What follows belongs to an exercise in optimizing a design on an open flow for a short achievable clock period and few clock cycles; a production flow would make more cautious choices. Where RTL was checked, it was by simulation tests only, not by an equivalence proof against the original. No functional check of the RTL was part of runs 1 to 3. Power and IR drop assume default switching activity.

===== flow/run.sh =====
#!/bin/bash
# synth_recipe.tcl (not shown) runs the flow's synth.tcl, then flattens the netlist and writes it again
# the make line also repeats each setting of config.mk as NAME=value (left out here)
make -C /OpenROAD-flow-scripts/flow DESIGN_CONFIG=/design/flow/config.mk WORK_HOME=/design/flow/orfs CLKGATE_MAP_FILE= SYNTH_SCRIPT=/design/flow/synth_recipe.tcl finish

===== flow/config.mk =====
export PLATFORM = sky130hd
export DESIGN_NAME = frame_responder
export DESIGN_NICKNAME = frame_responder
export VERILOG_FILES = /design/flow/design.v
export SDC_FILE = /design/flow/constraint.sdc
export NUM_CORES = 4
export LEC_CHECK = 0
export ABC_CLOCK_PERIOD_IN_PS = 2500
export CAP_MARGIN = 20
export CORE_MARGIN = 2
export CORE_UTILIZATION = 40
export CTS_CLUSTER_DIAMETER = 60
export CTS_CLUSTER_SIZE = 30
export SETUP_SLACK_MARGIN = 5
export SLEW_MARGIN = 20

===== flow/constraint.sdc =====
create_clock -name core_clock -period 7.0 [get_ports {clk}]
set_input_delay 1.4000 -clock core_clock [delete_from_list [all_inputs] [get_ports {clk}]]
set_output_delay 1.4000 -clock core_clock [all_outputs]
set_load 0.01 [all_outputs]

===== flow/design.v =====
module frame_responder (
    input  wire        clk,
    input  wire        rst,           
    input  wire        start,         
    output wire        ready,
    output reg         done,          
    output reg         reply,         
    output reg  [15:0] rx_lat,        
    output wire [1:0]  sess_state,    
    output reg  [10:0] tx_addr,
    input  wire [7:0]  tx_rdata,
    output reg         stg_we,
    output reg  [10:0] stg_addr,
    output reg  [7:0]  stg_wdata,
    output reg         st_req,
    output reg  [1:0]  st_cmd,        
    output reg  [24:0] st_addr,
    output reg  [7:0]  st_wdata,
    output reg  [9:0]  st_name_len,
    input  wire        st_gnt,
    input  wire [7:0]  st_rdata,
    input  wire        st_ok
);
    localparam [15:0] LAT_ARP = 16'd276;
    localparam [1:0] SESS_NONE = 2'd0, SESS_RD = 2'd1, SESS_WR = 2'd2;
    localparam [1:0] CMD_OPEN_RD = 2'd0, CMD_OPEN_WR = 2'd1,
                     CMD_READ    = 2'd2, CMD_WRITE   = 2'd3;
    localparam [2:0] S_IDLE   = 3'd0,
                     S_CLASS  = 3'd1,    
                     S_NAME   = 3'd2,    
                     S_OPEN   = 3'd3,    
                     S_OPW1   = 3'd4,    
                     S_OPW2   = 3'd5,    
                     S_RUN    = 3'd6;    
    localparam [1:0] K_NONE = 2'd0, K_CLASS = 2'd1, K_NAME = 2'd2, K_STR = 2'd3;
    function [5:0] cseq(input [1:0] mode, input [3:0] c);
        if (mode == SESS_RD) begin
            case (c)
                4'd0: cseq = 6'd46;  4'd1: cseq = 6'd47;
                4'd2: cseq = 6'd14;  4'd3: cseq = 6'd15;
                4'd4: cseq = 6'd16;  4'd5: cseq = 6'd25;
                4'd6: cseq = 6'd38;  4'd7: cseq = 6'd39;
                4'd8: cseq = 6'd44;  default: cseq = 6'd45;
            endcase
        end else begin
            case (c)
                4'd0: cseq = 6'd14;  4'd1: cseq = 6'd15;
                4'd2: cseq = 6'd16;  4'd3: cseq = 6'd25;
                4'd4: cseq = 6'd38;  4'd5: cseq = 6'd39;
                4'd6: cseq = 6'd44;  4'd7: cseq = 6'd45;
                4'd8: cseq = 6'd46;  4'd9: cseq = 6'd47;
                4'd10: cseq = 6'd40; default: cseq = 6'd41;
            endcase
        end
    endfunction
    function [3:0] clen(input [1:0] mode);
        case (mode)
            SESS_NONE: clen = 4'd8;
            SESS_RD:   clen = 4'd10;
            default:   clen = 4'd12;
        endcase
    endfunction
    function [5:0] hnext(input [5:0] a);
        case (a)
            6'd17:   hnext = 6'd20;
            6'd39:   hnext = 6'd42;
            6'd47:   hnext = 6'd0;
            6'd1:    hnext = 6'd18;
            6'd19:   hnext = 6'd40;
            default: hnext = a + 6'd1;
        endcase
    endfunction
    reg [2:0]  state;
    reg        ready_r;
    reg [1:0]  sess;
    reg [1:0]  sess_new;
    reg        op_arp, op_rrq, op_data, op_ack;    
    assign ready      = ready_r;
    assign sess_state = sess;
    reg [7:0]  tx_q;
    reg [7:0]  rdat_q;
    reg        rok_q;
    reg        rsp_v, rv_q;
    reg [3:0]  ci;              
    reg [1:0]  arp_iss;         
    reg        g_et, g_ip, g_blk, g_ulen, g_arp;
    reg        f14_08, f15_06, f15_00, f22_00, f23_01, f16_45, f25_11;
    reg        f38_00, f38_4a, f39_45, f39_4d, f44_00;
    reg        f45_1, f45_2, f45_3, f45_4;
    reg [15:0] blk;
    reg [15:0] ulen;
    reg        blk_nz, ulen_ok, ulen_nz12, ulen_full;
    reg [15:0] blkm1, blkp1;
    reg [9:0]  ulen_m12;
    reg        dec_drop, dec_arp, dec_name, dec_data, dec_ack;
    reg        pre_ok;          
    reg [3:0]  npre;            
    reg [9:0]  nis;             
    reg        nis_end;         
    reg        nfound;
    reg [9:0]  nlen;
    reg        name_bad;
    reg        prev_dot;
    reg [9:0]  nrep;            
    reg [15:0] blk_rep;
    reg [15:0] frame_len, ip_len, udp_len_r;
    reg        str_on;          
    reg        commit;          
    reg [5:0]  h;               
    reg [5:0]  haddr;           
    reg        h_left;
    reg [9:0]  b;               
    reg        b_left;
    reg [9:0]  pay_left;        
    reg        pay_nz;
    reg [1:0]  k0, k1, k2;
    reg        p0, p1, p2;      
    reg [9:0]  s0, s1, s2;
    reg        h0;              
    reg [9:0]  d1, d2;
    reg        uc1, uc2;
    reg [7:0]  cv1, cv2;
    reg [17:0] fq [0:7];
    reg [2:0]  fwp, frp;
    reg [3:0]  fcnt;
    reg        f_empty, f_credit;
    reg [7:0]  sq [0:15];
    reg [4:0]  swp, srp;        
    reg [9:0]  wleft;
    reg        wzero;
    reg        wr_mode;
    reg        rd_mode;
    reg        rd_idone;        
    reg        rd_fin;          
    reg [9:0]  krsp;
    reg [9:0]  kpop;
    reg [7:0]  rq [0:15];
    reg [3:0]  rwp, rrp;
    reg [4:0]  rcnt;
    reg        r_empty, r_room;
    reg [9:0] dmap;
    reg       ucmap;
    reg [7:0] cvmap;
    always @(*) begin
        dmap  = s0;
        ucmap = 1'b0;
        cvmap = 8'h00;
        if (h0) begin
            dmap[9:6] = 4'd0;
            if (op_arp) begin
                case (s0[5:0])
                    6'd22: begin ucmap = 1'b1; cvmap = 8'h00; end
                    6'd23: begin ucmap = 1'b1; cvmap = 8'h02; end
                    6'd24, 6'd25, 6'd26, 6'd27, 6'd28, 6'd29,
                    6'd30, 6'd31, 6'd32, 6'd33:
                        dmap[5:0] = s0[5:0] + 6'd10;
                    6'd34: begin dmap = 10'd24; ucmap = 1'b1; cvmap = 8'h00; end
                    6'd35: begin dmap = 10'd25; ucmap = 1'b1; cvmap = 8'h11; end
                    6'd36: begin dmap = 10'd26; ucmap = 1'b1; cvmap = 8'h22; end
                    6'd37: begin dmap = 10'd27; ucmap = 1'b1; cvmap = 8'h33; end
                    6'd38: begin dmap = 10'd28; ucmap = 1'b1; cvmap = 8'h44; end
                    6'd39: begin dmap = 10'd29; ucmap = 1'b1; cvmap = 8'h55; end
                    6'd40, 6'd41, 6'd42, 6'd43:
                        dmap[5:0] = s0[5:0] - 6'd10;
                    default: ;
                endcase
            end else begin
                case (s0[5:0])
                    6'd0:  begin ucmap = 1'b1; cvmap = frame_len[7:0]; end
                    6'd1:  begin ucmap = 1'b1; cvmap = frame_len[15:8]; end
                    6'd2, 6'd3, 6'd4, 6'd5, 6'd6, 6'd7:
                        dmap[5:0] = s0[5:0] + 6'd6;
                    6'd8, 6'd9, 6'd10, 6'd11, 6'd12, 6'd13:
                        dmap[5:0] = s0[5:0] - 6'd6;
                    6'd18: begin ucmap = 1'b1; cvmap = ip_len[15:8]; end
                    6'd19: begin ucmap = 1'b1; cvmap = ip_len[7:0]; end
                    6'd28, 6'd29, 6'd30, 6'd31:
                        dmap[5:0] = s0[5:0] + 6'd4;
                    6'd32, 6'd33, 6'd34, 6'd35:
                        dmap[5:0] = s0[5:0] - 6'd4;
                    6'd36, 6'd37:
                        dmap[5:0] = s0[5:0] + 6'd2;
                    6'd38: begin dmap = 10'd36; ucmap = 1'b1; cvmap = 8'h4A; end
                    6'd39: begin dmap = 10'd37; ucmap = 1'b1; cvmap = 8'h4D; end
                    6'd40: begin ucmap = 1'b1; cvmap = udp_len_r[15:8]; end
                    6'd41: begin ucmap = 1'b1; cvmap = udp_len_r[7:0]; end
                    6'd44: begin ucmap = 1'b1; cvmap = 8'h00; end
                    6'd45: begin ucmap = 1'b1; cvmap = (op_rrq || op_ack) ? 8'd3 : 8'd4; end
                    6'd46: begin ucmap = 1'b1; cvmap = blk_rep[15:8]; end
                    6'd47: begin ucmap = 1'b1; cvmap = blk_rep[7:0]; end
                    default: ;
                endcase
            end
        end
    end
    wire et_arp    = f14_08 && f15_06;
    wire et_ip     = f14_08 && f15_00;
    wire ip_ok     = f16_45 && f25_11 &&
                     ((f38_00 && f39_45) || (f38_4a && f39_4d));
    wire tftp_op1  = f44_00 && f45_1;
    wire tftp_op2  = f44_00 && f45_2;
    wire tftp_op3  = f44_00 && f45_3;
    wire tftp_op4  = f44_00 && f45_4;
    wire data_ok   = ulen_ok && blk_nz;
    wire tftp_any  = tftp_op1 || tftp_op2 || tftp_op3 || tftp_op4;
    wire ip_go     = g_et && et_ip && g_ip && ip_ok;
    wire c_arp     = g_et && et_arp && g_arp && f22_00 && f23_01;
    wire c_name    = ip_go && (tftp_op1 || tftp_op2) && (sess == SESS_NONE);
    wire c_data    = ip_go && tftp_op3 && (sess == SESS_WR) && g_ulen && data_ok;
    wire c_ack     = ip_go && tftp_op4 && (sess == SESS_RD);
    wire c_drop    = (g_et && !et_arp && !et_ip) ||
                     (g_et && et_arp && g_arp && !(f22_00 && f23_01)) ||
                     (g_et && et_ip && g_ip &&
                      (!ip_ok || !tftp_any ||
                       ((tftp_op1 || tftp_op2) && sess != SESS_NONE) ||
                       (tftp_op3 && sess != SESS_WR) ||
                       (tftp_op3 && g_ulen && !data_ok) ||
                       (tftp_op4 && sess != SESS_RD)));
    wire nb_zero   = (tx_q == 8'h00);
    wire nb_dot    = (tx_q == 8'h2E);
    wire nb_bad    = (tx_q == 8'h2F) || (tx_q == 8'h5C) || (prev_dot && nb_dot);
    wire name_ret  = (k2 == K_NAME) && !nfound &&
                     (state == S_CLASS || state == S_NAME);
    wire       credit   = f_credit;
    wire [4:0] sdiff    = swp - srp;
    wire       s_empty  = (swp == srp);
    reg        s_credit_r;      
    wire       scredit  = s_credit_r;
    wire [4:0] swp_n    = swp + {4'b0, p2};
    wire       iss_b    = str_on && credit && b_left && (!pay_nz || scredit);
    wire       iss_h    = str_on && credit && !iss_b && h_left;
    wire       acc      = st_req && st_gnt;
    wire       rd_resp  = rd_mode && rv_q && !rd_fin;
    wire       rd_data  = rd_resp && rok_q;
    wire       rq_pop   = commit && rd_mode && !r_empty;
    wire       rq_byp   = 1'b0;
    wire       rq_push  = rd_data;
    wire       fpush    = (k2 == K_STR);
    wire       fpop     = commit && !f_empty && !rq_pop && !rq_byp;
    wire       spush    = p2;
    wire       sfree    = !st_req || acc;
    wire       spop     = wr_mode && sfree && !s_empty;
    wire       stream_idle = !h_left && !b_left && (k0 != K_STR) &&
                             (k1 != K_STR) && (k2 != K_STR) && f_empty;
    wire       wr_idle  = !wr_mode || wzero;
    wire       rd_idle  = !rd_mode || (rd_fin && r_empty);
    wire [3:0] fcnt_n   = fcnt + {3'b0, fpush} - {3'b0, fpop};
    wire [4:0] rcnt_n   = rcnt + {4'b0, rq_push} - {4'b0, rq_pop};
    wire       run_end  = (state == S_RUN) && stream_idle && wr_idle && rd_idle;
    always @(posedge clk) begin
        tx_q   <= tx_rdata;
        rdat_q <= st_rdata;
        rok_q  <= st_ok;
        if (fpush)
            fq[fwp] <= {d2, uc2 ? cv2 : tx_q};
        if (spush)
            sq[swp[3:0]] <= tx_q;
        if (rq_push)
            rq[rwp] <= rdat_q;
        frame_len <= 16'd46 + {6'd0, nrep};
        ip_len    <= 16'd32 + {6'd0, nrep};
        udp_len_r <= 16'd12 + {6'd0, nrep};
    end
    task finish(input rep);
        reg [1:0] m;
        begin
            m = rep ? sess_new : sess;
            state    <= S_IDLE;
            ready_r  <= 1'b1;
            done     <= 1'b1;
            reply    <= rep;
            if (rep)
                sess <= sess_new;
            str_on   <= 1'b0;
            commit   <= 1'b0;
            wr_mode  <= 1'b0;
            rd_mode  <= 1'b0;
            st_req   <= 1'b0;
            k0       <= K_CLASS;
            k1       <= K_NONE;
            k2       <= K_NONE;
            p0       <= 1'b0;
            p1       <= 1'b0;
            p2       <= 1'b0;
            tx_addr  <= {5'd0, cseq(m, 4'd0)};
            s0       <= {4'd0, cseq(m, 4'd0)};
        end
    endtask
    always @(posedge clk) begin
        if (rst) begin
            sess        <= SESS_NONE;
            done        <= 1'b0;
            reply       <= 1'b0;
            rx_lat      <= 16'd0;
            stg_we      <= 1'b0;
            stg_addr    <= 11'd0;
            stg_wdata   <= 8'd0;
            st_cmd      <= 2'd0;
            st_addr     <= 25'd0;
            st_wdata    <= 8'd0;
            st_name_len <= 10'd0;
            rsp_v       <= 1'b0;
            rv_q        <= 1'b0;
            dec_drop    <= 1'b0;
            dec_arp     <= 1'b0;
            dec_name    <= 1'b0;
            dec_data    <= 1'b0;
            dec_ack     <= 1'b0;
            sess_new    <= SESS_NONE;
            state       <= S_IDLE;
            ready_r     <= 1'b1;
            str_on      <= 1'b0;
            commit      <= 1'b0;
            wr_mode     <= 1'b0;
            rd_mode     <= 1'b0;
            st_req      <= 1'b0;
            k0          <= K_CLASS;
            k1          <= K_NONE;
            k2          <= K_NONE;
            p0          <= 1'b0;
            p1          <= 1'b0;
            p2          <= 1'b0;
            tx_addr     <= 11'd14;
            s0          <= 10'd14;
            ci          <= 4'd1;
            arp_iss     <= 2'd0;
            g_et <= 1'b0; g_ip <= 1'b0; g_blk <= 1'b0;
            g_ulen <= 1'b0; g_arp <= 1'b0;
            nis         <= 10'd48;
            nis_end     <= 1'b0;
            nfound      <= 1'b0;
            name_bad    <= 1'b0;
            prev_dot    <= 1'b0;
            h           <= 6'd0;
            haddr       <= 6'd2;
            h_left      <= 1'b1;
            b           <= 10'd48;
            b_left      <= 1'b1;
            pay_left    <= 10'd0;
            pay_nz      <= 1'b0;
            nrep        <= 10'd0;
            rd_fin      <= 1'b0;
            rd_idone    <= 1'b0;
            krsp        <= 10'd0;
            kpop        <= 10'd0;
            wzero       <= 1'b1;
            fwp <= 3'd0; frp <= 3'd0; fcnt <= 4'd0; f_empty <= 1'b1; f_credit <= 1'b1;
            swp <= 5'd0; srp <= 5'd0; s_credit_r <= 1'b1;
            rwp <= 4'd0; rrp <= 4'd0; rcnt <= 5'd0; r_empty <= 1'b1; r_room <= 1'b1;
        end else begin
            done   <= 1'b0;
            stg_we <= 1'b0;
            k0  <= K_NONE;
            p0  <= 1'b0;
            h0  <= 1'b0;
            k1  <= k0;
            p1  <= p0;
            s1  <= s0;
            d1  <= dmap;
            uc1 <= ucmap;
            cv1 <= cvmap;
            k2  <= k1;
            p2  <= p1;
            s2  <= s1;
            d2  <= d1;
            uc2 <= uc1;
            cv2 <= cv1;
            if (iss_b) begin
                tx_addr <= {1'b0, b};
                s0      <= b;
                k0      <= K_STR;
                p0      <= pay_nz;
                b       <= b + 10'd1;
                b_left  <= (b != 10'd559);
                if (pay_nz) begin
                    pay_left <= pay_left - 10'd1;
                    pay_nz   <= (pay_left != 10'd1);
                end
            end else if (iss_h) begin
                tx_addr <= {5'd0, haddr};
                s0      <= {4'd0, haddr};
                k0      <= K_STR;
                h0      <= 1'b1;
                haddr   <= hnext(haddr);
                h       <= h + 6'd1;
                h_left  <= (h != 6'd47);
            end
            if (fpush)
                fwp <= fwp + 3'd1;
            if (fpop)
                frp <= frp + 3'd1;
            fcnt     <= fcnt_n;
            f_empty  <= (fcnt_n == 4'd0);
            f_credit <= (fcnt_n < 4'd5);
            if (rq_byp) begin
                stg_we    <= 1'b1;
                stg_addr  <= 11'd48 + {1'b0, kpop};
                stg_wdata <= rdat_q;
                kpop      <= kpop + 10'd1;
            end else if (rq_pop) begin
                stg_we    <= 1'b1;
                stg_addr  <= 11'd48 + {1'b0, kpop};
                stg_wdata <= rq[rrp];
                kpop      <= kpop + 10'd1;
            end else if (fpop) begin
                stg_we    <= 1'b1;
                stg_addr  <= {1'b0, fq[frp][17:8]};
                stg_wdata <= fq[frp][7:0];
            end
            s_credit_r <= ((swp_n - srp) < 5'd9);
            if (spush)
                swp <= swp + 5'd1;
            if (spop)
                srp <= srp + 5'd1;
            if (wr_mode) begin
                if (acc) begin
                    st_addr[8:0] <= st_addr[8:0] + 9'd1;
                    wleft        <= wleft - 10'd1;
                    wzero        <= (wleft == 10'd1);
                end
                if (sfree) begin
                    st_req <= !s_empty;
                    if (!s_empty)
                        st_wdata <= sq[srp[3:0]];
                end
            end
            rsp_v <= rd_mode && acc;
            rv_q  <= rsp_v;
            if (rq_push)
                rwp <= rwp + 4'd1;
            if (rq_pop)
                rrp <= rrp + 4'd1;
            rcnt     <= rcnt_n;
            r_empty  <= (rcnt_n == 5'd0);
            r_room   <= (rcnt_n < 5'd12);
            if (rd_mode) begin
                if (acc) begin
                    st_addr[8:0] <= st_addr[8:0] + 9'd1;
                    if (st_addr[8:0] == 9'd511)
                        rd_idone <= 1'b1;
                end
                st_req <= !rd_fin && !rd_idone &&
                          !(acc && st_addr[8:0] == 9'd511) && r_room;
                if (rd_resp) begin
                    if (rok_q) begin
                        krsp <= krsp + 10'd1;
                        if (krsp == 10'd511) begin
                            rd_fin   <= 1'b1;
                            sess_new <= SESS_RD;
                            b_left   <= 1'b0;
                            rx_lat   <= 16'd68 + 16'd512;
                        end
                    end else begin
                        rd_fin   <= 1'b1;
                        st_req   <= 1'b0;
                        nrep     <= krsp;
                        sess_new <= SESS_NONE;
                        b        <= 10'd48 + krsp;
                        b_left   <= 1'b1;
                        rx_lat   <= 16'd68 + {6'd0, krsp};
                        if (h >= 6'd42) begin
                            h      <= 6'd42;
                            haddr  <= 6'd0;
                            h_left <= 1'b1;
                        end
                    end
                end
            end
            dec_drop <= (state == S_CLASS) && c_drop;
            dec_arp  <= (state == S_CLASS) && c_arp;
            dec_name <= (state == S_CLASS) && c_name;
            dec_data <= (state == S_CLASS) && c_data;
            dec_ack  <= (state == S_CLASS) && c_ack;
            if (name_ret) begin
                if (!nb_zero) begin
                    prev_dot <= nb_dot;
                    if (nb_bad)
                        name_bad <= 1'b1;
                end
                if (nb_zero || s2 == 10'd559) begin
                    nfound <= 1'b1;
                    nlen   <= nb_zero ? (s2 - 10'd48) : 10'd512;
                end
            end
            case (state)
            S_IDLE: begin
                k0 <= K_CLASS;
                sess_new <= sess;
                arp_iss  <= 2'd0;
                g_et <= 1'b0; g_ip <= 1'b0; g_blk <= 1'b0;
                g_ulen <= 1'b0; g_arp <= 1'b0;
                nis      <= 10'd48;
                nis_end  <= 1'b0;
                nfound   <= 1'b0;
                name_bad <= 1'b0;
                prev_dot <= 1'b0;
                npre     <= 4'd0;
                h        <= 6'd0;
                haddr    <= 6'd2;
                h_left   <= 1'b1;
                b        <= 10'd48;
                b_left   <= (sess != SESS_RD);
                pay_left <= 10'd0;
                pay_nz   <= 1'b0;
                nrep     <= (sess == SESS_RD) ? 10'd512 : 10'd0;
                rd_fin   <= 1'b0;
                rd_idone <= 1'b0;
                krsp     <= 10'd0;
                kpop     <= 10'd0;
                wzero    <= 1'b1;
                fwp <= 3'd0; frp <= 3'd0; fcnt <= 4'd0; f_empty <= 1'b1; f_credit <= 1'b1;
                swp <= 5'd0; srp <= 5'd0; s_credit_r <= 1'b1;
                rwp <= 4'd0; rrp <= 4'd0; rcnt <= 5'd0; r_empty <= 1'b1; r_room <= 1'b1;
                if (start) begin
                    state   <= S_CLASS;
                    ready_r <= 1'b0;
                    k2      <= K_NONE;
                    ci      <= 4'd2;
                    tx_addr <= {5'd0, cseq(sess, 4'd1)};
                    s0      <= {4'd0, cseq(sess, 4'd1)};
                end
            end
            S_CLASS: begin
                if (k2 == K_CLASS) begin
                    case (s2[5:0])
                        6'd14: f14_08 <= (tx_q == 8'h08);
                        6'd15: begin f15_06 <= (tx_q == 8'h06);
                                     f15_00 <= (tx_q == 8'h00);
                                     g_et   <= 1'b1; end
                        6'd22: f22_00 <= (tx_q == 8'h00);
                        6'd23: begin f23_01 <= (tx_q == 8'h01);
                                     g_arp  <= 1'b1; end
                        6'd16: f16_45 <= (tx_q == 8'h45);
                        6'd25: f25_11 <= (tx_q == 8'h11);
                        6'd38: begin f38_00 <= (tx_q == 8'h00);
                                     f38_4a <= (tx_q == 8'h4A); end
                        6'd39: begin f39_45 <= (tx_q == 8'h45);
                                     f39_4d <= (tx_q == 8'h4D); end
                        6'd44: f44_00 <= (tx_q == 8'h00);
                        6'd45: begin f45_1 <= (tx_q == 8'd1);
                                     f45_2 <= (tx_q == 8'd2);
                                     f45_3 <= (tx_q == 8'd3);
                                     f45_4 <= (tx_q == 8'd4);
                                     g_ip  <= 1'b1; end
                        6'd46: blk[15:8] <= tx_q;
                        6'd47: begin blk[7:0] <= tx_q; g_blk <= 1'b1;
                                     if (sess == SESS_RD) begin
                                         rd_mode <= 1'b1;
                                         st_req  <= 1'b1;
                                         st_cmd  <= CMD_READ;
                                         st_addr <= {blk[15:8], tx_q, 9'd0};
                                     end
                                     blk_nz <= (blk[15:8] != 8'd0) || (tx_q != 8'd0);
                                     blkm1  <= {blk[15:8], tx_q} - 16'd1;
                                     blkp1  <= {blk[15:8], tx_q} + 16'd1; end
                        6'd40: ulen[15:8] <= tx_q;
                        6'd41: begin ulen[7:0] <= tx_q; g_ulen <= 1'b1;
                                     ulen_ok   <= ({ulen[15:8], tx_q} >= 16'd12) &&
                                                  ({ulen[15:8], tx_q} <= 16'd524);
                                     ulen_m12  <= {ulen[9:8], tx_q} - 10'd12;
                                     ulen_nz12 <= ({ulen[15:8], tx_q} != 16'd12);
                                     ulen_full <= ({ulen[15:8], tx_q} == 16'd524);
                                     pre_ok    <= ({ulen[15:8], tx_q} >= 16'd24); end
                        default: ;
                    endcase
                end
                if (g_et && et_arp && arp_iss != 2'd2) begin
                    tx_addr <= (arp_iss == 2'd0) ? 11'd22 : 11'd23;
                    s0      <= (arp_iss == 2'd0) ? 10'd22 : 10'd23;
                    k0      <= K_CLASS;
                    arp_iss <= arp_iss + 2'd1;
                end else if (ci != clen(sess)) begin
                    tx_addr <= {5'd0, cseq(sess, ci)};
                    s0      <= {4'd0, cseq(sess, ci)};
                    k0      <= K_CLASS;
                    ci      <= ci + 4'd1;
                end else if (sess == SESS_NONE && !nfound && !nis_end) begin
                    tx_addr <= {1'b0, nis};
                    s0      <= nis;
                    k0      <= K_NAME;
                    nis     <= nis + 10'd1;
                    nis_end <= (nis == 10'd559);
                end else if (sess == SESS_WR && !dec_drop && !dec_arp &&
                             !dec_data && s_credit_r && f_credit && npre != 4'd12) begin
                    tx_addr <= {1'b0, b};
                    s0      <= b;
                    k0      <= K_STR;
                    p0      <= 1'b1;
                    b       <= b + 10'd1;
                    npre    <= npre + 4'd1;
                end
                if (dec_drop) begin
                    finish(1'b0);
                end else if (dec_arp) begin
                    op_arp   <= 1'b1;
                    op_rrq   <= 1'b0;
                    op_data  <= 1'b0;
                    op_ack   <= 1'b0;
                    state    <= S_RUN;
                    str_on   <= 1'b1;
                    commit   <= 1'b1;
                    b_left   <= 1'b1;
                    rx_lat   <= LAT_ARP;
                    rd_mode  <= 1'b0;
                    st_req   <= 1'b0;
                    rcnt     <= 5'd0;
                    r_empty  <= 1'b1;
                    r_room   <= 1'b1;
                    sess_new <= sess;
                end else if (dec_name) begin
                    op_arp  <= 1'b0;
                    op_rrq  <= tftp_op1;
                    op_data <= 1'b0;
                    op_ack  <= 1'b0;
                    state   <= S_NAME;
                end else if (dec_data) begin
                    op_arp   <= 1'b0;
                    op_rrq   <= 1'b0;
                    op_data  <= 1'b1;
                    op_ack   <= 1'b0;
                    state    <= S_RUN;
                    str_on   <= 1'b1;
                    commit   <= 1'b1;
                    blk_rep  <= blk;
                    if (pre_ok) begin
                        pay_left <= ulen_m12 - {6'd0, npre};
                        pay_nz   <= (ulen_m12 != {6'd0, npre});
                    end else begin
                        pay_left <= ulen_m12;
                        pay_nz   <= ulen_nz12;
                        b        <= 10'd48;
                        k1       <= K_NONE;
                        k2       <= K_NONE;
                        p1       <= 1'b0;
                        p2       <= 1'b0;
                        fwp <= 3'd0; frp <= 3'd0; fcnt <= 4'd0; f_empty <= 1'b1; f_credit <= 1'b1;
                        swp <= 5'd0; srp <= 5'd0; s_credit_r <= 1'b1;
                    end
                    wleft    <= ulen_m12;
                    wzero    <= !ulen_nz12;
                    wr_mode  <= 1'b1;
                    st_cmd   <= CMD_WRITE;
                    st_addr  <= {blkm1, 9'd0};
                    rx_lat   <= 16'd68;
                    if (!ulen_full)
                        sess_new <= SESS_NONE;
                end else if (dec_ack) begin
                    op_arp  <= 1'b0;
                    op_rrq  <= 1'b0;
                    op_data <= 1'b0;
                    op_ack  <= 1'b1;
                    state   <= S_RUN;
                    str_on  <= 1'b1;
                    commit  <= 1'b1;
                    blk_rep <= blkp1;
                end
            end
            S_NAME: begin
                if (!nfound && !nis_end) begin
                    tx_addr <= {1'b0, nis};
                    s0      <= nis;
                    k0      <= K_NAME;
                    nis     <= nis + 10'd1;
                    nis_end <= (nis == 10'd559);
                end
                if (nfound) begin
                    if (name_bad) begin
                        finish(1'b0);
                    end else begin
                        state       <= S_OPEN;
                        st_req      <= 1'b1;
                        st_cmd      <= op_rrq ? CMD_OPEN_RD : CMD_OPEN_WR;
                        st_name_len <= nlen;
                        str_on      <= 1'b1;
                        k0          <= K_NONE;
                        if (op_rrq) begin
                            blk_rep <= 16'd1;
                            nrep    <= 10'd512;
                            b_left  <= 1'b0;
                        end else begin
                            blk_rep <= 16'd0;
                            nrep    <= 10'd0;
                        end
                    end
                end
            end
            S_OPEN: begin
                if (st_gnt) begin
                    st_req <= 1'b0;
                    state  <= S_OPW1;
                end
            end
            S_OPW1: begin
                state <= S_OPW2;
            end
            S_OPW2: begin
                if (!rok_q) begin
                    finish(1'b0);
                end else begin
                    state  <= S_RUN;
                    commit <= 1'b1;
                    if (op_rrq) begin
                        rd_mode <= 1'b1;
                        st_req  <= 1'b1;
                        st_cmd  <= CMD_READ;
                        st_addr <= 25'd0;
                    end else begin
                        sess_new <= SESS_WR;
                        rx_lat   <= 16'd68;
                    end
                end
            end
            S_RUN: begin
                if (run_end)
                    finish(1'b1);
            end
            default: begin
                state   <= S_IDLE;
                ready_r <= 1'b1;
            end
            endcase
        end
    end
endmodule

==> results of run 1 <==
-- report_power, final --
| group | total [mW] | internal [mW] | switching [mW] |
|---|---|---|---|
| Clock | 4.82 | 2.41 | 2.41 |
| Combinational | 3.05 | 1.25 | 1.80 |
| Sequential | 6.18 | 5.92 | 0.258 |
-- worst max path at each step --
stage          slack, ps  cells after the start             to
2_1_floorplan       4080                      5         blk[0]
3_3_place_gp        3200                      7           flop
3_5_place_dp        3160                      6       blkm1[5]
4_1_cts             4310                      2  sess_state[1]
5_1_grt             4300                      2  sess_state[1]
6_report            4320                      2  sess_state[1]
-- per-layer routing --
layer | wire length (µm) | part of all wire, % | vias to the layer above
li1 | - | - | 13000
met5 | 0 | 0 | -
met3 | 8610 | 7.3 | 289
met2 | 54500 | 46 | 1269
met4 | 4370 | 3.7 | 0
met1 | 50600 | 43 | 14500
-- per-stage QoR --
step                std cells  setup WS [ps]  utilization [%]
finish                   5025           4320             51.9
global route             5024           4300             51.9
CTS                      4923           4310             50.2
detailed placement       4559           3160             43.4
global placement         4559           3200             43.4
floorplan                3282           4080                -
-- cell usage in the layout (no fill, tap or decap), types with 26 or more instances in the layout --
cell,count
a21oi_1,131
a21oi_2,42
a31oi_1,26
and2_1,40
and3_1,33
buf_12,37
buf_4,233
buf_6,163
clkbuf_16,81
dfxtp_1,194
dfxtp_2,70
dfxtp_4,62
edfxtp_1,588
ha_1,66
inv_1,64
mux2i_1,46
mux4_2,116
nand2_1,242
nand3_1,68
nand4_1,40
nor2_1,265
nor2_4,32
nor3_1,67
o21ai_0,81
o21ai_1,38
xnor2_1,89
xor2_1,70
-- cell usage after synthesis, types with 8 or more instances --
master,n,area share (%)
buf_1,26,0.24
clkbuf_1,137,1.3
or3_1,14,0.22
nand4b_1,8,0.17
o22ai_1,28,0.44
nor3_1,102,1.3
o211ai_1,8,0.15
nor2_1,312,2.9
nand4_1,39,0.61
mux2_2,21,0.59
mux4_2,116,6.5
mux2i_1,48,1.2
o21ai_0,117,1.5
a21o_1,26,0.49
ha_1,88,2.7
a21oi_1,179,2.2
and2_1,47,0.73
nand2_1,274,2.6
nor2b_1,25,0.39
a32oi_1,12,0.26
nand2b_1,33,0.51
inv_1,85,0.80
o2111ai_1,8,0.17
a31oi_1,28,0.44
a221oi_1,9,0.20
o21ai_1,14,0.17
a22oi_1,19,0.36
and3_1,39,0.61
a22o_1,17,0.37
xnor2_1,95,2.1
a211oi_1,21,0.39
buf_2,27,0.34
edfxtp_1,588,44
nor4_1,17,0.27
nor3b_1,12,0.22
nand3_1,80,1.0
dfxtp_1,326,16
a222oi_1,8,0.20
xor2_1,73,1.6
-- repair_timing --
action,in CTS,in global routing
setup buffers,189,100
pin swaps,110,121
gates cloned,27,1
hold buffers,0,0
endpoints found under the hold margin,0,0
endpoints found under the setup margin,756,559
resized for setup,1041,206
-- cells by family (layout without fill, tap and decap cells) --
family	count (synthesis)	in the layout	share of synthesized area, %
AND/OR/NAND/NOR	1059	1069	12.8
flip-flops	914	914	60.3
AO/OA/AOI/OAI	580	580	9.28
buffers and inverters	284	718	2.76
multiplexers	185	185	8.30
XOR/XNOR	168	168	3.67
adder cells (fa/ha/maj)	92	92	2.94
other	0	1	0
-- layout make-up --
| class | instances | area, µm² |
|---|---|---|
| multi-input combinational | 2094 | 17200 |
| clock inverter | 65 | 901 |
| tap | 1298 | 1620 |
| timing repair inverter | 4 | 35.0 |
| antenna | 1 | 2.50 |
| clock buffer | 83 | 2010 |
| sequential | 914 | 24500 |
| timing repair buffer | 473 | 5040 |
| inverter | 93 | 443 |
| fill | 8311 | 47900 |
-- flip-flops by register name (all words and copies together) (netlist names), 11 cells and up, named ones only --
signal	count
stg_addr	11
udp_len_r	11
blkm1	15
blk_rep	16
st_addr	25
sq	128
rx_lat	16
blk	16
tx_addr	11
blkp1	16
fq	144
rq	128
==> flow_metrics.tcl, run 1 <==
set metrics [dict create \
    outcome "complete, no violations" \
    max_freq_mhz 373 \
    drive_above_1_share_pct 34.3 \
    grt_pass1_wl_um 175000 \
    vdd_drop_max_mv 0.181 \
    grt_pass1_vias 27300 \
    tns_ps 0 \
    remaining_drc_errors 0 \
    holdPathStages 0 \
    clock-sinks 914 \
    cp-start-kind "flop" \
    fin_skew_ps 45.1 \
    vias 29000 \
    synth_edf_count 588 \
    ys_seq_area_share_pct 60.3 \
    via_per_inst 5.77 \
    drt_wl_total_um 118000 \
    synth.avg_cell_area_um2 12.2 \
    core_mm2 0.0997 \
    cts.path.max_buffers 3 \
    finalNetCount 3772 \
    async_reset_ff_share_pct 0 \
    endpoint_kind "output pin" \
    critical_path_class "reg -> out" \
    die_area_mm2 0.103 \
    drv_slew 0 \
    crit-reg2reg-launch "sess[1]" \
    drv_cap 0 \
    p_total_mw 14.1 \
    grt_util_met3_pct 3.82 \
    gp_congestion 0.914 \
    rrSetupSlack_ps 4520 \
    core.rowCount 116 \
    powerDensity_mw_per_mm2 272 \
    worst_pin_slew_ps 951 \
    setup_viol 0 \
    clock_latency_ps 690 \
    period_share_pct 38.3 \
    slew_headroom_pct 35.9 \
    hp-start "nrep[0]" \
    start_util_pct 40.2 \
    drt-initial-drc-count 3231 \
    met1_usage_pct 31.7 \
    hold_violations 0 \
    reg2reg_depth 12 \
    antenna_found_initial 1 \
    fin_area_mm2 0.0518 \
    cpLargestDelayFamily "flip-flops" \
    synth.net_count 3395 \
    synth-seq-cells 914 \
    drtPass1Iterations 5 \
    grt_util_met2_pct 34.9 \
    hold_ws_ps 357 \
    grt_usage_pct 22.4 \
    cts.clk_slew.worst_paths_ps 80 \
    cts_tree "yes" \
    worst-path-buf-inv 2 \
    path_max_fanout 2 \
    power_leakage_nw 17.7 \
    worstPathCellList "buf_8 > buf_6" \
    syn_to_final_growth_pct 29.1 \
    die_h_um 321 \
    cts_buffers 79 \
    fin_crit_ps 2680 \
    syn_area_mm2 0.0401 \
    grt_setup_unrepaired "true" \
    ioPinCount 119 \
    chipWidth_um 321 \
    crit_path_max_incr_delay_ps 360 \
    crit_required_ps 5600 \
    hp-class "reg -> reg" \
    busiest_layer "met2" \
    whs_endpoint "udp_len_r[0]" \
    netlist_instances 3282 \
    ys_types 95 \
    port_buffers 118 \
    clockRootBuffer "clkbuf_16" \
    final_antenna_net_count 0 \
    cp.arrival_ps 1280 \
    overflow 0 \
    crit_slowest_cell "dfxtp_4" \
    grt_max_degree 65 \
    dpl_cell_area_mm2 0.0432 \
    h-tree-depth 3 \
    wl_per_cell_um 23.5 \
    synth-main-ff-cell "edfxtp_1" \
    worstSetupStartpoint "sess[1]" \
    ys_warn_count 1 \
    hpwlAfterDp_um 72500 \
]
==> run 2, diff against run 1 <==
--- a/flow/design.v
+++ b/flow/design.v
@@ -249,4 +249,48 @@
     wire       run_end  = (state == S_RUN) && stream_idle && wr_idle && rd_idle;
     always @(posedge clk) begin
+        s1  <= s0;
+        d1  <= dmap;
+        uc1 <= ucmap;
+        cv1 <= cvmap;
+        s2  <= s1;
+        d2  <= d1;
+        uc2 <= uc1;
+        cv2 <= cv1;
+        if (state == S_CLASS && k2 == K_CLASS) begin
+            case (s2[5:0])
+                6'd14: f14_08 <= (tx_q == 8'h08);
+                6'd15: begin f15_06 <= (tx_q == 8'h06);
+                             f15_00 <= (tx_q == 8'h00); end
+                6'd22: f22_00 <= (tx_q == 8'h00);
+                6'd23: f23_01 <= (tx_q == 8'h01);
+                6'd16: f16_45 <= (tx_q == 8'h45);
+                6'd25: f25_11 <= (tx_q == 8'h11);
+                6'd38: begin f38_00 <= (tx_q == 8'h00);
+                             f38_4a <= (tx_q == 8'h4A); end
+                6'd39: begin f39_45 <= (tx_q == 8'h45);
+                             f39_4d <= (tx_q == 8'h4D); end
+                6'd44: f44_00 <= (tx_q == 8'h00);
+                6'd45: begin f45_1 <= (tx_q == 8'd1);
+                             f45_2 <= (tx_q == 8'd2);
+                             f45_3 <= (tx_q == 8'd3);
+                             f45_4 <= (tx_q == 8'd4); end
+                6'd46: blk[15:8] <= tx_q;
+                6'd47: begin blk[7:0] <= tx_q;
+                             blk_nz <= (blk[15:8] != 8'd0) || (tx_q != 8'd0);
+                             blkm1  <= {blk[15:8], tx_q} - 16'd1;
+                             blkp1  <= {blk[15:8], tx_q} + 16'd1; end
+                6'd40: ulen[15:8] <= tx_q;
+                6'd41: begin ulen[7:0] <= tx_q;
+                             ulen_ok   <= ({ulen[15:8], tx_q} >= 16'd12) &&
+                                          ({ulen[15:8], tx_q} <= 16'd524);
+                             ulen_m12  <= {ulen[9:8], tx_q} - 10'd12;
+                             ulen_nz12 <= ({ulen[15:8], tx_q} != 16'd12);
+                             ulen_full <= ({ulen[15:8], tx_q} == 16'd524);
+                             pre_ok    <= ({ulen[15:8], tx_q} >= 16'd24); end
+                default: ;
+            endcase
+        end
+    end
+    always @(posedge clk) begin
         tx_q   <= tx_rdata;
         rdat_q <= st_rdata;
@@ -356,14 +400,6 @@
             k1  <= k0;
             p1  <= p0;
-            s1  <= s0;
-            d1  <= dmap;
-            uc1 <= ucmap;
-            cv1 <= cvmap;
             k2  <= k1;
             p2  <= p1;
-            s2  <= s1;
-            d2  <= d1;
-            uc2 <= uc1;
-            cv2 <= cv1;
             if (iss_b) begin
                 tx_addr <= {1'b0, b};
@@ -524,42 +560,17 @@
                 if (k2 == K_CLASS) begin
                     case (s2[5:0])
-                        6'd14: f14_08 <= (tx_q == 8'h08);
-                        6'd15: begin f15_06 <= (tx_q == 8'h06);
-                                     f15_00 <= (tx_q == 8'h00);
-                                     g_et   <= 1'b1; end
-                        6'd22: f22_00 <= (tx_q == 8'h00);
-                        6'd23: begin f23_01 <= (tx_q == 8'h01);
-                                     g_arp  <= 1'b1; end
-                        6'd16: f16_45 <= (tx_q == 8'h45);
-                        6'd25: f25_11 <= (tx_q == 8'h11);
-                        6'd38: begin f38_00 <= (tx_q == 8'h00);
-                                     f38_4a <= (tx_q == 8'h4A); end
-                        6'd39: begin f39_45 <= (tx_q == 8'h45);
-                                     f39_4d <= (tx_q == 8'h4D); end
-                        6'd44: f44_00 <= (tx_q == 8'h00);
-                        6'd45: begin f45_1 <= (tx_q == 8'd1);
-                                     f45_2 <= (tx_q == 8'd2);
-                                     f45_3 <= (tx_q == 8'd3);
-                                     f45_4 <= (tx_q == 8'd4);
-                                     g_ip  <= 1'b1; end
-                        6'd46: blk[15:8] <= tx_q;
-                        6'd47: begin blk[7:0] <= tx_q; g_blk <= 1'b1;
-                                     if (sess == SESS_RD) begin
-                                         rd_mode <= 1'b1;
-                                         st_req  <= 1'b1;
-                                         st_cmd  <= CMD_READ;
-                                         st_addr <= {blk[15:8], tx_q, 9'd0};
-                                     end
-                                     blk_nz <= (blk[15:8] != 8'd0) || (tx_q != 8'd0);
-                                     blkm1  <= {blk[15:8], tx_q} - 16'd1;
-                                     blkp1  <= {blk[15:8], tx_q} + 16'd1; end
-                        6'd40: ulen[15:8] <= tx_q;
-                        6'd41: begin ulen[7:0] <= tx_q; g_ulen <= 1'b1;
-                                     ulen_ok   <= ({ulen[15:8], tx_q} >= 16'd12) &&
-                                                  ({ulen[15:8], tx_q} <= 16'd524);
-                                     ulen_m12  <= {ulen[9:8], tx_q} - 10'd12;
-                                     ulen_nz12 <= ({ulen[15:8], tx_q} != 16'd12);
-                                     ulen_full <= ({ulen[15:8], tx_q} == 16'd524);
-                                     pre_ok    <= ({ulen[15:8], tx_q} >= 16'd24); end
+                        6'd15: g_et   <= 1'b1;
+                        6'd23: g_arp  <= 1'b1;
+                        6'd45: g_ip   <= 1'b1;
+                        6'd47: begin
+                            g_blk <= 1'b1;
+                            if (sess == SESS_RD) begin
+                                rd_mode <= 1'b1;
+                                st_req  <= 1'b1;
+                                st_cmd  <= CMD_READ;
+                                st_addr <= {blk[15:8], tx_q, 9'd0};
+                            end
+                        end
+                        6'd41: g_ulen <= 1'b1;
                         default: ;
                     endcase
--- a/flow/config.mk
+++ b/flow/config.mk
@@ -10,6 +10,4 @@
 export CORE_MARGIN = 2
 export CORE_UTILIZATION = 40
-export CTS_CLUSTER_DIAMETER = 60
-export CTS_CLUSTER_SIZE = 30
 export SETUP_SLACK_MARGIN = 5
 export SLEW_MARGIN = 20
==> run 2 against run 1 <==
Effect of this change:
- final cell count shrank 0.78%
- still clean
- first-iteration DRC count decreased by 16%
- total power rose by 4.1%
==> flow_metrics.tcl, run 2 <==
set metrics [dict create \
    syn_to_final_growth_pct 31.8 \
    gp_congestion 0.951 \
    cts_buffers 99 \
    p_total_mw 14.6 \
    yosys.area.top_type "edfxtp_1" \
    clock_latency_ps 690 \
    h-tree-depth 3 \
    core_mm2 0.0978 \
    cp.arrival_ps 1250 \
    grt_usage_pct 22.6 \
    p_seq_share_pct 42.9 \
    seqCellArea_mm2 0.0239 \
    synthTopCellsByCount "edfxtp_1, dfxtp_1, nor2_1, nand2_1, a21oi_1" \
    period_share_pct 37.8 \
    p_switching_mw 4.30 \
    synth-seq-cells 914 \
    outcome "complete, no violations" \
    hp-start "d1[3]" \
    vdd_drop_max_mv 0.200 \
    start_util_pct 40.2 \
    worst_slack_ps 4350 \
    post-route-util_pct 53.0 \
    fin_cells 4986 \
    dpl_cell_area_mm2 0.0424 \
    final_cell_mix "edfxtp_1, dfxtp_1, nor2_1" \
    path_max_fanout 2 \
    cts.path.max_buffers 3 \
    drtPass1Iterations 7 \
    hold_violations 0 \
    p_comb_share_pct 20.5 \
    hold_buffers 0 \
    remaining_drc_errors 0 \
    synth-main-ff-cell "edfxtp_1" \
    die_h_um 318 \
    clkPwrFrac_pct 36.7 \
    fill_cells 8163 \
    ys_warn_count 1 \
    grt_pass1_wl_um 174000 \
    worstSetupStartpoint "sess[1]" \
    syn_area_mm2 0.0393 \
    port_buffers 118 \
    crit_required_ps 5600 \
    cts_tree "yes" \
    ioPinCount 119 \
    hpwlAfterDp_um 72400 \
    slew_headroom_pct 52.6 \
    critical_path_class "reg -> out" \
    cp-start-kind "flop" \
    wl_per_cell_um 23.7 \
    grt_pass1_vias 27400 \
    netlist_instances 3204 \
    drt-initial-drc-count 2699 \
    via_per_inst 5.66 \
    clock-sinks 914 \
    async_reset_ff_share_pct 0 \
    ys_types 96 \
    overflow 0 \
    drv_slew 0 \
    synth.avg_cell_area_um2 12.3 \
    synth.area.top_cells "edfxtp_1, dfxtp_1, mux4_2, nor2_1, ha_1" \
    dp_cells 4468 \
    ys_seq_area_share_pct 60.0 \
    mostFrequentLayoutCell "edfxtp_1" \
    powerDensity_mw_per_mm2 282 \
    clockRootBuffer "clkbuf_16" \
    setup_viol 0 \
    drt_wl_total_um 118000 \
    synth_edf_count 530 \
    finalNetCount 3724 \
    multiInputGateArea_mm2 0.0172 \
    antenna_found_initial 1 \
    worst_pin_slew_ps 704 \
    largest_reg_flops 144 \
    largest-register "fq" \
    hold_ws_ps 322 \
    hp-class "reg -> reg" \
    final_antenna_net_count 0 \
    die_area_mm2 0.101 \
    endpoint_kind "output pin" \
    max_freq_mhz 378 \
    crit-reg2reg-launch "sess[1]" \
    fin_area_mm2 0.0518 \
    grt_max_degree 65 \
    yosysMostFrequentCell "edfxtp_1" \
    fin_skew_ps 19.2 \
    grt_setup_unrepaired "true" \
    vias 28200 \
    core.rowCount 115 \
    rrSetupSlack_ps 4400 \
    netlist.area_leader.share_pct 40.5 \
    drive_above_1_share_pct 35.7 \
    chipWidth_um 318 \
    internal-power_mw 10.3 \
    cts.clk_slew.worst_paths_ps 60 \
    drv_cap 0 \
    fin_crit_ps 2650 \
    pre_cts_ws_ps 3320 \
    power_leakage_nw 17.9 \
    synth.net_count 3317 \
    swShare_pct 29.4 \
    tns_ps 0 \
]
[run 2: path summary, 6_finish.rpt]
path,to,cells after the start
worst min-delay path,d2[3],0
worst max register to register,flop,12
worst max-delay path,sess_state[1],2
worst min register to register,d2[3],0
[run 2: power by group through the flow]
stage,combinational [mW],sequential [mW],clock [mW]
after CTS,2.49,6.24,5.46
after detailed placement,1.83,6.38,0
after global placement,1.83,6.38,0
after global routing,3.13,6.29,5.68
final,2.99,6.27,5.36
after floorplan,1.38,6.18,0
[run 2: repair_timing]
item / in CTS / in global routing
setup buffers: 201 / 99
resized for setup: 1062 / 264
gates cloned: 18 / 11
pin swaps: 109 / 128
setup endpoints to repair: 833 / 586
[run 2: cell type report]
| cell class | count | share of cell area [%] |
|---|---|---|
| sequential | 914 | 46.0 |
| clock inverter | 53 | 1.08 |
| multi-input combinational | 2012 | 33.2 |
| timing repair buffer | 488 | 10.2 |
| antenna | 2 | 0.00966 |
| tap | 1287 | 3.11 |
| timing repair inverter | 2 | 0.0338 |
| inverter | 94 | 0.939 |
| clock buffer | 134 | 5.41 |
[run 2: logic make-up (layout without fill, tap and decap cells)]
family,after synthesis,after routing,synth area share [%]
and+or+nand+nor,976,978,12.0
DFF,914,914,60.0
AOI/OAI and AO/OA,593,594,10.0
buffers and inverters,281,771,2.82
muxes,180,180,8.34
xor gates and xnor gates,168,168,3.74
adders and majority gates,92,92,3.00
other,0,2,0
[run 2: metal layers]
layer  vias up  track usage [%]  routed length (µm)
li1      12800                -                   -
met1     14000             28.6               47400
met2      1104             37.3               56600
met3       343             4.34                7900
met4         0             10.8                6100
met5         -                0                   0
[run 2: critical path: stages, from the launching register on]
cell	delay, ps
dfxtp_2	330
buf_12	120
buf_6	110
==> run 3, diff against run 2 <==
--- a/flow/design.v
+++ b/flow/design.v
@@ -74,4 +74,6 @@
     reg        ready_r;
     reg [1:0]  sess;
+    reg [1:0]  mode;            
+    reg [9:0]  pre1;            
     reg [1:0]  sess_new;
     reg        op_arp, op_rrq, op_data, op_ack;    
@@ -206,15 +208,15 @@
     wire ip_go     = g_et && et_ip && g_ip && ip_ok;
     wire c_arp     = g_et && et_arp && g_arp && f22_00 && f23_01;
-    wire c_name    = ip_go && (tftp_op1 || tftp_op2) && (sess == SESS_NONE);
-    wire c_data    = ip_go && tftp_op3 && (sess == SESS_WR) && g_ulen && data_ok;
-    wire c_ack     = ip_go && tftp_op4 && (sess == SESS_RD);
+    wire c_name    = ip_go && (tftp_op1 || tftp_op2) && (mode == SESS_NONE);
+    wire c_data    = ip_go && tftp_op3 && (mode == SESS_WR) && g_ulen && data_ok;
+    wire c_ack     = ip_go && tftp_op4 && (mode == SESS_RD);
     wire c_drop    = (g_et && !et_arp && !et_ip) ||
                      (g_et && et_arp && g_arp && !(f22_00 && f23_01)) ||
                      (g_et && et_ip && g_ip &&
                       (!ip_ok || !tftp_any ||
-                       ((tftp_op1 || tftp_op2) && sess != SESS_NONE) ||
-                       (tftp_op3 && sess != SESS_WR) ||
+                       ((tftp_op1 || tftp_op2) && mode != SESS_NONE) ||
+                       (tftp_op3 && mode != SESS_WR) ||
                        (tftp_op3 && g_ulen && !data_ok) ||
-                       (tftp_op4 && sess != SESS_RD)));
+                       (tftp_op4 && mode != SESS_RD)));
     wire nb_zero   = (tx_q == 8'h00);
     wire nb_dot    = (tx_q == 8'h2E);
@@ -329,4 +331,7 @@
             tx_addr  <= {5'd0, cseq(m, 4'd0)};
             s0       <= {4'd0, cseq(m, 4'd0)};
+            pre1     <= {4'd0, cseq(m, 4'd1)};
+            b_left   <= (m != SESS_RD);
+            nrep     <= (m == SESS_RD) ? 10'd512 : 10'd0;
         end
     endtask
@@ -367,4 +372,7 @@
             tx_addr     <= 11'd14;
             s0          <= 10'd14;
+            pre1        <= 10'd15;
+            b_left      <= 1'b1;
+            nrep        <= 10'd0;
             ci          <= 4'd1;
             arp_iss     <= 2'd0;
@@ -523,4 +531,5 @@
                 k0 <= K_CLASS;
                 sess_new <= sess;
+                mode     <= sess;
                 arp_iss  <= 2'd0;
                 g_et <= 1'b0; g_ip <= 1'b0; g_blk <= 1'b0;
@@ -536,8 +545,6 @@
                 h_left   <= 1'b1;
                 b        <= 10'd48;
-                b_left   <= (sess != SESS_RD);
                 pay_left <= 10'd0;
                 pay_nz   <= 1'b0;
-                nrep     <= (sess == SESS_RD) ? 10'd512 : 10'd0;
                 rd_fin   <= 1'b0;
                 rd_idone <= 1'b0;
@@ -553,6 +560,6 @@
                     k2      <= K_NONE;
                     ci      <= 4'd2;
-                    tx_addr <= {5'd0, cseq(sess, 4'd1)};
-                    s0      <= {4'd0, cseq(sess, 4'd1)};
+                    tx_addr <= {1'b0, pre1};
+                    s0      <= pre1;
                 end
             end
@@ -565,5 +572,5 @@
                         6'd47: begin
                             g_blk <= 1'b1;
-                            if (sess == SESS_RD) begin
+                            if (mode == SESS_RD) begin
                                 rd_mode <= 1'b1;
                                 st_req  <= 1'b1;
@@ -581,10 +588,10 @@
                     k0      <= K_CLASS;
                     arp_iss <= arp_iss + 2'd1;
-                end else if (ci != clen(sess)) begin
-                    tx_addr <= {5'd0, cseq(sess, ci)};
-                    s0      <= {4'd0, cseq(sess, ci)};
+                end else if (ci != clen(mode)) begin
+                    tx_addr <= {5'd0, cseq(mode, ci)};
+                    s0      <= {4'd0, cseq(mode, ci)};
                     k0      <= K_CLASS;
                     ci      <= ci + 4'd1;
-                end else if (sess == SESS_NONE && !nfound && !nis_end) begin
+                end else if (mode == SESS_NONE && !nfound && !nis_end) begin
                     tx_addr <= {1'b0, nis};
                     s0      <= nis;
@@ -592,5 +599,5 @@
                     nis     <= nis + 10'd1;
                     nis_end <= (nis == 10'd559);
-                end else if (sess == SESS_WR && !dec_drop && !dec_arp &&
+                end else if (mode == SESS_WR && !dec_drop && !dec_arp &&
                              !dec_data && s_credit_r && f_credit && npre != 4'd12) begin
                     tx_addr <= {1'b0, b};
@@ -618,5 +625,5 @@
                     r_empty  <= 1'b1;
                     r_room   <= 1'b1;
-                    sess_new <= sess;
+                    sess_new <= mode;
                 end else if (dec_name) begin
                     op_arp  <= 1'b0;
--- a/flow/config.mk
+++ b/flow/config.mk
@@ -9,5 +9,5 @@
 export CAP_MARGIN = 20
 export CORE_MARGIN = 2
-export CORE_UTILIZATION = 40
+export CORE_UTILIZATION = 70
 export SETUP_SLACK_MARGIN = 5
 export SLEW_MARGIN = 20
==> run 3 against run 2 <==
Effect of this change:
- the run now fails in global routing (5_1_grt)
- area after synthesis rose by 0.97%
- synthesized cell count rose by 2.3%
==> flow_metrics.tcl, run 3 <==
set metrics [dict create \
    yosysMostFrequentCell "edfxtp_1" \
    synth.net_count 3390 \
    synth.avg_cell_area_um2 12.1 \
    clock-sinks 917 \
    yosys.area.top_type "edfxtp_1" \
    ys_types 98 \
    clockRootBuffer "clkbuf_16" \
    port_buffers 118 \
    synth-main-ff-cell "edfxtp_1" \
    ioPinCount 119 \
    grt_max_degree 63 \
    chipWidth_um 242 \
    synthTopCellsByCount "edfxtp_1, dfxtp_1, nor2_1, nand2_1, a21oi_1" \
    hpwlAfterDp_um 76800 \
    hold_buffers 0 \
    start_util_pct 70.6 \
    synth-seq-cells 917 \
    h-tree-depth 3 \
    ys_warn_count 1 \
    syn_area_mm2 0.0397 \
    gp_congestion 0.979 \
    async_reset_ff_share_pct 0 \
    core.rowCount 87 \
    cts.path.max_buffers 3 \
    die_h_um 242 \
    netlist_instances 3279 \
    haltStage "global routing (5_1_grt)" \
    ys_seq_area_share_pct 59.6 \
    netlist.area_leader.share_pct 40.2 \
    synth.area.top_cells "edfxtp_1, dfxtp_1, mux4_2, nor2_1, ha_1" \
    grt_usage_pct 85.3 \
    cts_buffers 88 \
    overflow 1132 \
    stop_error "[ERROR GRT-0232] Routing congestion too high. Check the congestion heatmap in the GUI." \
    outcome "aborted with a tool error" \
    synth_edf_count 532 \
]
==> run 3: changes by cell type after synthesis, sizes merged, moves of 9 or more <==
| cell | before | now |
|---|---|---|
| a21oi | 155 | 177 |
| a211oi | 16 | 35 |
| o22ai | 25 | 7 |
| nor3 | 58 | 73 |
| nand2 | 263 | 276 |
| a22o | 12 | 3 |
| nor2 | 303 | 312 |
==> run 3: repair_timing <==
action                                 4_1_cts
resized for setup                         1131
pin swaps                                  156
endpoints found under the hold margin        0
gates cloned                                27
buffers inserted                           279
setup endpoints to repair                  775
==> run 3: worst min path at each step <==
| stage | start | endpoint | slack, ps | cells past startpoint |
|---|---|---|---|---|
| after CTS | cv1[7] | cv2[7] | 330 | 0 |
| after global placement | d1[9] | d2[9] | 310 | 0 |
| after detailed placement | cv1[7] | cv2[7] | 310 | 0 |
| after floorplan | cv1[0] | cv2[0] | 310 | 0 |
==> run 3: cell families after synthesis <==
| logic type | after synthesis | synth area share, % |
|---|---|---|
| AO/OA/AOI/OAI | 615 | 10.2 |
| XOR/XNOR | 168 | 3.71 |
| adder cells (fa/ha/maj) | 90 | 2.93 |
| buffers and inverters | 289 | 2.87 |
| flip-flops | 917 | 59.6 |
| multiplexers | 178 | 8.21 |
| AND/OR/NAND/NOR | 1022 | 12.4 |
==> run 3: metrics by stage <==
step	hold slack [ps]	instances	area [µm²]	worst slack (ps)	power, mW
floorplan	310	3279	41400	4140	8.00
global placement	310	4004	42400	3130	8.70
detailed placement	312	4004	42400	3110	8.77
CTS	327	4476	51000	4400	14.8
==> run 3: power groups by stage <==
stage                     clock network (mW)  logic, mW  registers, mW
after floorplan                            0       1.79           6.22
after CTS                               4.97       3.51           6.28
after detailed placement                   0       2.36           6.41
after global placement                     0       2.30           6.40
==> run 3: metal layers <==
| metal | global-route usage (%) | GRT overflow |
|---|---|---|
| met2 | 100 | 655 |
| met4 | 92.1 | 440 |
| met5 | 33.9 | 3 |
| met3 | 69.7 | 18 |
| met1 | 84.5 | 16 |
==> run 4, diff against run 3 <==
--- a/flow/design.v
+++ b/flow/design.v
@@ -210,4 +210,10 @@
     wire c_name    = ip_go && (tftp_op1 || tftp_op2) && (mode == SESS_NONE);
     wire c_data    = ip_go && tftp_op3 && (mode == SESS_WR) && g_ulen && data_ok;
+    wire cap_last  = (state == S_CLASS) && (k2 == K_CLASS);
+    wire c_data_now = cap_last && (s2[5:0] == 6'd41) && ip_go && tftp_op3 &&
+                      (mode == SESS_WR) && blk_nz &&
+                      ({ulen[15:8], tx_q} >= 16'd12) && ({ulen[15:8], tx_q} <= 16'd524);
+    wire c_arp_now = cap_last && (s2[5:0] == 6'd23) && g_et && et_arp && f22_00 &&
+                     (tx_q == 8'h01);
     wire c_ack     = ip_go && tftp_op4 && (mode == SESS_RD);
     wire c_drop    = (g_et && !et_arp && !et_ip) ||
@@ -512,7 +518,7 @@
             end
             dec_drop <= (state == S_CLASS) && c_drop;
-            dec_arp  <= (state == S_CLASS) && c_arp;
+            dec_arp  <= (state == S_CLASS) && (c_arp || c_arp_now);
             dec_name <= (state == S_CLASS) && c_name;
-            dec_data <= (state == S_CLASS) && c_data;
+            dec_data <= (state == S_CLASS) && (c_data || c_data_now);
             dec_ack  <= (state == S_CLASS) && c_ack;
             if (name_ret) begin
@@ -682,5 +688,5 @@
                     nis_end <= (nis == 10'd559);
                 end
-                if (nfound) begin
+                if (nfound || (name_ret && nb_zero)) begin
                     if (name_bad) begin
                         finish(1'b0);
@@ -689,5 +695,5 @@
                         st_req      <= 1'b1;
                         st_cmd      <= op_rrq ? CMD_OPEN_RD : CMD_OPEN_WR;
-                        st_name_len <= nlen;
+                        st_name_len <= nfound ? nlen : (s2 - 10'd48);
                         str_on      <= 1'b1;
                         k0          <= K_NONE;
@@ -705,6 +711,13 @@
             S_OPEN: begin
                 if (st_gnt) begin
-                    st_req <= 1'b0;
                     state  <= S_OPW1;
+                    if (op_rrq) begin
+                        rd_mode <= 1'b1;
+                        st_req  <= 1'b1;
+                        st_cmd  <= CMD_READ;
+                        st_addr <= 25'd0;
+                    end else begin
+                        st_req  <= 1'b0;
+                    end
                 end
             end
@@ -718,10 +731,5 @@
                     state  <= S_RUN;
                     commit <= 1'b1;
-                    if (op_rrq) begin
-                        rd_mode <= 1'b1;
-                        st_req  <= 1'b1;
-                        st_cmd  <= CMD_READ;
-                        st_addr <= 25'd0;
-                    end else begin
+                    if (!op_rrq) begin
                         sess_new <= SESS_WR;
                         rx_lat   <= 16'd68;
--- a/flow/config.mk
+++ b/flow/config.mk
@@ -9,5 +9,5 @@
 export CAP_MARGIN = 20
 export CORE_MARGIN = 2
-export CORE_UTILIZATION = 70
+export CORE_UTILIZATION = 40
 export SETUP_SLACK_MARGIN = 5
 export SLEW_MARGIN = 20
==> run 4 against run 3 <==
Effect of this change:
- the run now finishes clean
- synthesized cell count rose by 1.6%
- area after synthesis grew 1.3%
==> flow_metrics.tcl, run 4 <==
set metrics [dict create \
    outcome "complete, no violations" \
    cpLargestDelayFamily "flip-flops" \
    synth.area.top_cells "edfxtp_1, dfxtp_1, mux4_2, nor2_1, ha_1" \
    hold_ws_ps 325 \
    grt_pass1_vias 28300 \
    fin_crit_ps 2610 \
    synth-adder-area-share_pct 2.89 \
    holdPathStages 0 \
    cts_buffers 97 \
    p_seq_share_pct 42.4 \
    p_total_mw 14.6 \
    worst-path-buf-inv 1 \
    crit_required_ps 5600 \
    critical_path_class "reg -> out" \
    core.rowCount 116 \
    via_per_inst 5.79 \
    start_util_pct 40.3 \
    drt_wl_total_um 123000 \
    synth-simple-area-share_pct 12.4 \
    die_area_mm2 0.103 \
    mostFrequentLayoutCell "edfxtp_1" \
    vdd_drop_max_mv 0.184 \
    grt_max_degree 41 \
    swShare_pct 30.3 \
    gp_congestion 0.899 \
    vias 29600 \
    synth.avg_cell_area_um2 12.1 \
    final_cell_mix "edfxtp_1, nor2_1, dfxtp_1" \
    ys_seq_area_share_pct 58.9 \
    crit_slowest_cell "dfxtp_4" \
    clock-sinks 917 \
    fin_area_mm2 0.0532 \
    hp-class "reg -> reg" \
    synth-xor-area-share_pct 3.59 \
    period_share_pct 37.3 \
    reg2reg_depth 12 \
    cts.path.max_buffers 3 \
    fin_skew_ps 24.5 \
    grt_pass1_wl_um 180000 \
    hpwlAfterDp_um 72100 \
    yosys.area.top_type "edfxtp_1" \
    crit_cells 1 \
    cp.arrival_ps 1210 \
    cts.clk_slew.worst_paths_ps 60 \
    netlist.area_leader.share_pct 39.7 \
    netlist_instances 3330 \
    post-route-util_pct 53.3 \
    synth.net_count 3441 \
    final_antenna_net_count 0 \
    remaining_drc_errors 0 \
    synth_edf_count 532 \
    max_freq_mhz 383 \
    syn_area_mm2 0.0402 \
    drt-initial-drc-count 3003 \
    synth_mux_area_share_pct 8.55 \
    drv_cap 0 \
    hold_violations 0 \
    ys_types 98 \
    hold_buffers 0 \
    synth-main-ff-cell "edfxtp_1" \
    chipWidth_um 321 \
    clkPwrFrac_pct 35.6 \
    rrSetupSlack_ps 4610 \
    synth-seq-cells 917 \
    p_comb_share_pct 21.9 \
    tns_ps 0 \
    endpoint_kind "output pin" \
    synth_compound_area_share_pct 10.6 \
    synthTopCellsByCount "edfxtp_1, dfxtp_1, nor2_1, nand2_1, a21oi_1" \
    drive_above_1_share_pct 37.7 \
    cts_tree "yes" \
    setup_viol 0 \
    cp-start-kind "flop" \
    antenna_found_initial 3 \
    slew_headroom_pct 33.1 \
    path_max_fanout 2 \
    yosysMostFrequentCell "edfxtp_1" \
    grt_usage_pct 23.0 \
    worstPathCellList "buf_6" \
    worst_pin_slew_ps 997 \
    h-tree-depth 3 \
    ioPinCount 119 \
    port_buffers 118 \
    internal-power_mw 10.2 \
    whs_endpoint "d2[5]" \
    grt_setup_unrepaired "true" \
    p_switching_mw 4.43 \
    clockRootBuffer "clkbuf_16" \
    drv_slew 0 \
    reg2reg_to "r_empty" \
    synth_top_family_by_area "simple AND/OR/NAND/NOR gates" \
    finalNetCount 3831 \
    largest_reg_flops 144 \
    powerDensity_mw_per_mm2 275 \
    wl_per_cell_um 24.2 \
    power_leakage_nw 18.1 \
    crit_path_max_incr_delay_ps 400 \
    dpl_cell_area_mm2 0.0435 \
    async_reset_ff_share_pct 0 \
    die_h_um 321 \
    crit-reg2reg-launch "rd_mode" \
    largest-register "fq" \
    core_mm2 0.0999 \
    clock_latency_ps 690 \
    syn_to_final_growth_pct 32.3 \
    drtPass1Iterations 6 \
    ys_warn_count 1 \
    overflow 0 \
    hp-start "d1[5]" \
]
-- run 4: cell types whose count changed after synthesis, sizes merged, moves of 9 or more --
cell / previous run / this run
a31oi: 19 / 31
nor3: 73 / 56
mux2i: 41 / 50
nand2: 276 / 254
buf: 50 / 60
o21ai: 140 / 131
nor2: 312 / 349
and2: 53 / 41
-- run 4: what timing repair did --
item,in CTS,in global routing
resized for setup,1078,287
endpoints found under the setup margin,677,490
buffers inserted,208,92
gates cloned,27,6
pin swaps,146,176
-- run 4: power groups by stage --
stage / combinational [mW] / sequential, mW / clock (mW)
finish: 3.21 / 6.21 / 5.21
global route: 3.36 / 6.22 / 5.52
CTS: 2.68 / 6.19 / 5.29
detailed placement: 2.01 / 6.31 / 0
global placement: 2.01 / 6.31 / 0
floorplan: 1.54 / 6.17 / 0
-- run 4: area by class of cell --
cell class              instances  area (µm²)
multi-input cells            2116       18400
well taps                    1298        1620
repair inverters                2        17.5
repair buffers                486        5390
fillers                      8278       46700
inverters                     100         480
flip-flops and latches        917       24000
clock inverters                50         551
diodes                          2        5.00
clock buffers                 133        2670
-- run 4: cell families after synthesis --
logic type,Yosys count
simple gates,1025
flops,917
compound gates,634
buf+inv,304
mux,195
xor+xnor,165
fa+ha+maj,90
-- run 4: worst max path at each step --
| stage | slack [ps] | endpoint | startpoint |
|---|---|---|---|
| floorplan | 4230 | blk[0] | state[1] |
| global placement | 2460 | st_addr[22] | st_gnt |
| detailed placement | 2410 | st_addr[17] | st_gnt |
| CTS | 4370 | st_addr[11] | st_addr[11] |
| global route | 4370 | st_name_len[9] | st_name_len[9] |
| finish | 4390 | st_name_len[9] | st_name_len[9] |
-- run 4: per-layer routing --
layer | vias up | wire length [µm] | GRT usage, %
li1 | 13200 | - | -
met1 | 14800 | 51200 | 30.8
met2 | 1208 | 57900 | 36.9
met3 | 344 | 8680 | 4.22
met4 | 2 | 5580 | 9.70
met5 | - | 13 | 0
-- run 4: through the flow --
step | std cells | setup WS [ps]
after floorplan | 3330 | 4230
after global placement | 4585 | 2460
after detailed placement | 4585 | 2410
after CTS | 5003 | 4370
after global routing | 5102 | 4370
final | 5104 | 4390
Testbench counts of run 4, summed over its fixed seeds: cycles 283,971.

## port drivers added, routing unchanged
The flow's constraints put no driver on any port. The routed layouts listed below were extracted and timed again, unchanged, in two steps. Step 1, drivers: a clkbuf_16 drives clk and a buf_2 each remaining input, both assumed. Step 2 times the ports against the registers' clock, not the clock port: input delays grow and output delays shrink by t, the midpoint of the rising clock arrivals with the driver on. Slacks: ideal / step 1 / step 2; pairs: ideal / step 1.
| run | shift t [ns] | slack for setup (ns) | worst setup path after step 2 | clock arrival spread, ns | worst data-port slew with drivers (ns) |
|---|---|---|---|---|---|
| run 1 | 0.748 | 4.322 / 4.249 / 3.947 | input to register | 0.063 / 0.063 | 0.17 |
| run 2 | 0.750 | 4.354 / 4.283 / 3.946 | input to register | 0.023 / 0.022 | 0.09 |
| run 4 | 0.754 | 4.390 / 4.313 / 3.952 | input to register | 0.029 / 0.029 | 0.25 |
After both steps every run listed still meets setup and hold. For run 4, which loses most, drivers alone change the setup slack by -0.077 ns; drivers and shift together by -0.438 ns.
